Context: an optimization exercise on an open-source flow, tuned for small area. The choices shown serve that exercise and are no tape-out recipe.
Power and IR drop assume default switching activity.

==> flow/design.v <==
module beebc_decoder (
    input  wire [3:0] state,
    input  wire [3:0] opcode,    
    output reg  [3:0] next
);
    always @(*) begin
        if (state == 4'd2) begin
            case (opcode)
                4'd1:    next = 4'd8;     
                4'd2:    next = 4'd10;    
                4'd3:    next = 4'd11;    
                4'd4:    next = 4'd12;    
                4'd14:   next = 4'd13;    
                4'd15:   next = 4'd15;    
                default: next = 4'd3;     
            endcase
        end else if (state == 4'd15)
            next = 4'd15;                 
        else if (state == 4'd10 || state == 4'd11)
            next = 4'd9;                  
        else if (state == 4'd9)
            next = 4'd5;
        else if (state[3])
            next = 4'd4;
        else
            next = {1'b0, state[2:0] + 3'd1};
    end
endmodule
module beebc_core (
    input  wire       clk,
    input  wire       rst,         
    output wire [3:0] mem_addr,
    input  wire [7:0] mem_rdata,
    output wire [7:0] mem_wdata,
    output wire       mem_we,
    output wire [7:0] out,
    output wire       out_strobe,
    output wire       halted
);
    reg  [3:0] state;
    reg  [3:0] pc;
    reg  [3:0] n;       
    reg  [7:0] a;
    reg  [7:0] alu;
    reg        cf;
    reg        zf;
    wire [3:0] next;
    beebc_decoder u_dec (
        .state  (state),
        .opcode (mem_rdata[7:4]),
        .next   (next)
    );
    wire fetch  = (state == 4'd2);
    wire s_lda  = (state == 4'd8);
    wire s_alu  = (state[3:1] == 3'b101);    
    wire s_sub  = state[0];
    wire s_copy = (state == 4'd9);           
    wire [7:0] b = mem_rdata ^ {8{s_sub}};
    wire [8:0] c;
    wire [7:0] r;
    assign c[0] = s_sub;
    genvar i;
    generate
        for (i = 0; i < 8; i = i + 1) begin : g_add
            assign r[i]   = a[i] ^ b[i] ^ c[i];
            assign c[i+1] = (a[i] & b[i]) | (c[i] & (a[i] ^ b[i]));
        end
    endgenerate
    wire ovf = c[8] ^ s_sub;
    wire [3:0] opc  = mem_rdata[7:4];
    wire is_ldi = fetch & (opc == 4'd5);
    wire jump   = fetch & ((opc == 4'd6) | (opc == 4'd7 & cf) | (opc == 4'd8 & zf));
    wire a_from_alu = ~rst & s_copy;
    wire a_from_mem = ~rst & (s_lda | is_ldi);
    wire a_hold     = ~rst & ~(s_copy | s_lda | is_ldi);
    wire [7:0] ld   = {mem_rdata[7:4] & {4{~fetch}}, mem_rdata[3:0]};
    wire alu_load   = ~rst & s_alu & ~ovf;
    wire alu_hold   = ~rst & ~(s_alu & ~ovf);
    always @(posedge clk) begin
        n   <= mem_rdata[3:0];
        a   <= ({8{a_from_alu}} & alu) | ({8{a_from_mem}} & ld) | ({8{a_hold}} & a);
        alu <= ({8{alu_load}} & r) | ({8{alu_hold}} & alu);
        if (rst) begin
            state <= 4'd0;
            pc    <= 4'd0;
            cf    <= 1'b0;
            zf    <= 1'b0;
        end else begin
            state <= next;
            if (jump)
                pc <= mem_rdata[3:0];
            else if (fetch)
                pc <= pc + 4'd1;
            if (s_alu) begin
                cf <= ovf;
                zf <= ~ovf & (r == 8'h00);
            end
        end
    end
    assign mem_addr   = state[3] ? n : pc;
    assign mem_wdata  = a;
    assign mem_we     = (state == 4'd12);
    assign out        = a;
    assign out_strobe = (state == 4'd13);
    assign halted     = (state == 4'd15);
endmodule
clock: 8.0 ns
lec_check: 0
cap_margin: 20
core_margin: 2
core_utilization: 40
cts_buf_list: sky130_fd_sc_hd__clkbuf_4
slew_margin: 20
buffer_ports_args: -buffer_cell sky130_fd_sc_hd__buf_1
standard.sh (not shown) runs the stock make flow with config.mk's settings and CLKGATE_MAP_FILE= SYNTH_SCRIPT=/design/flow/synth_recipe.tcl, a recipe that flattens the netlist after the stock synthesis.
==> flow/flow/run.sh <==
#!/bin/bash
# Standard ORFS layout (standard.sh), with two changes to config.mk:
#  - the port buffers are the smallest buffer cell, sky130_fd_sc_hd__buf_1;
#  - clock tree synthesis options (CTS_ARGS below), when set.
# Each tool's output goes to standard.log in this folder; ORFS's own per-step
# logs stay under orfs/logs.
set -e
echo 'export BUFFER_PORTS_ARGS = -buffer_cell sky130_fd_sc_hd__buf_1' >> config.mk
CTS_ARGS=""
if [ -n "$CTS_ARGS" ]; then echo "export CTS_ARGS = $CTS_ARGS" >> config.mk; fi
bash standard.sh > standard.log 2>&1
Edit:
--- a/flow/flow/run.sh
+++ b/flow/flow/run.sh
@@ -9 +9 @@
-CTS_ARGS=""
+CTS_ARGS="-sink_clustering_enable -repair_clock_nets -buf_list sky130_fd_sc_hd__clkbuf_8 -dont_use_dummy_load"
CTS_ARGS = -sink_clustering_enable -repair_clock_nets -buf_list sky130_fd_sc_hd__clkbuf_8 -dont_use_dummy_load   (was unset)
The changed run passed the timing, design-rule and antenna checks.
Die area stays the same.
Sequential cell count is unchanged.
Setup slack is worse by 60 ps.
Wire length decreases by 0.88%.
Clock skew increases by 5.2 ps.
Power decreases by 3.1%.
Critical path depth stays the same.
Cell area decreases by 0.44%.
Via count decreases by 0.81%.
Clock power decreases by about 10%.
Global-route usage increases by 0.23 points.
Function was not checked in any run of this note: the RTL went through the layout flow alone.

-- port drivers added, routing unchanged --
The results above use ideal ports. As a check the final layouts listed here were re-extracted and re-timed, cells and wires unchanged.
Step 1 sets driving cells, clkbuf_16 on the clock port and buf_2 on the other inputs (assumed; they add their load-dependent delay and slew).
Step 2 also shifts input and output timing later by t, the mid clock arrival at the registers, as if the neighbouring blocks saw the same clock.
Slacks: no drivers / after step 1 / after step 2; pairs: no drivers / after step 1.
run | t (ns) | setup slack, ns | worst setup path at the end | worst data-port slew with drivers (ns) | cell pins on the clock port's net
the first run | 0.357 | 2.831 / 2.834 / 2.477 | input to register | 0.03 | 1
the second run | 0.306 | 2.771 / 2.777 / 2.471 | input to register | 0.03 | 1
After both steps every run listed still meets setup and hold. For the first run, which loses most, drivers alone change the setup slack by +0.003 ns; drivers and shift together by -0.354 ns.
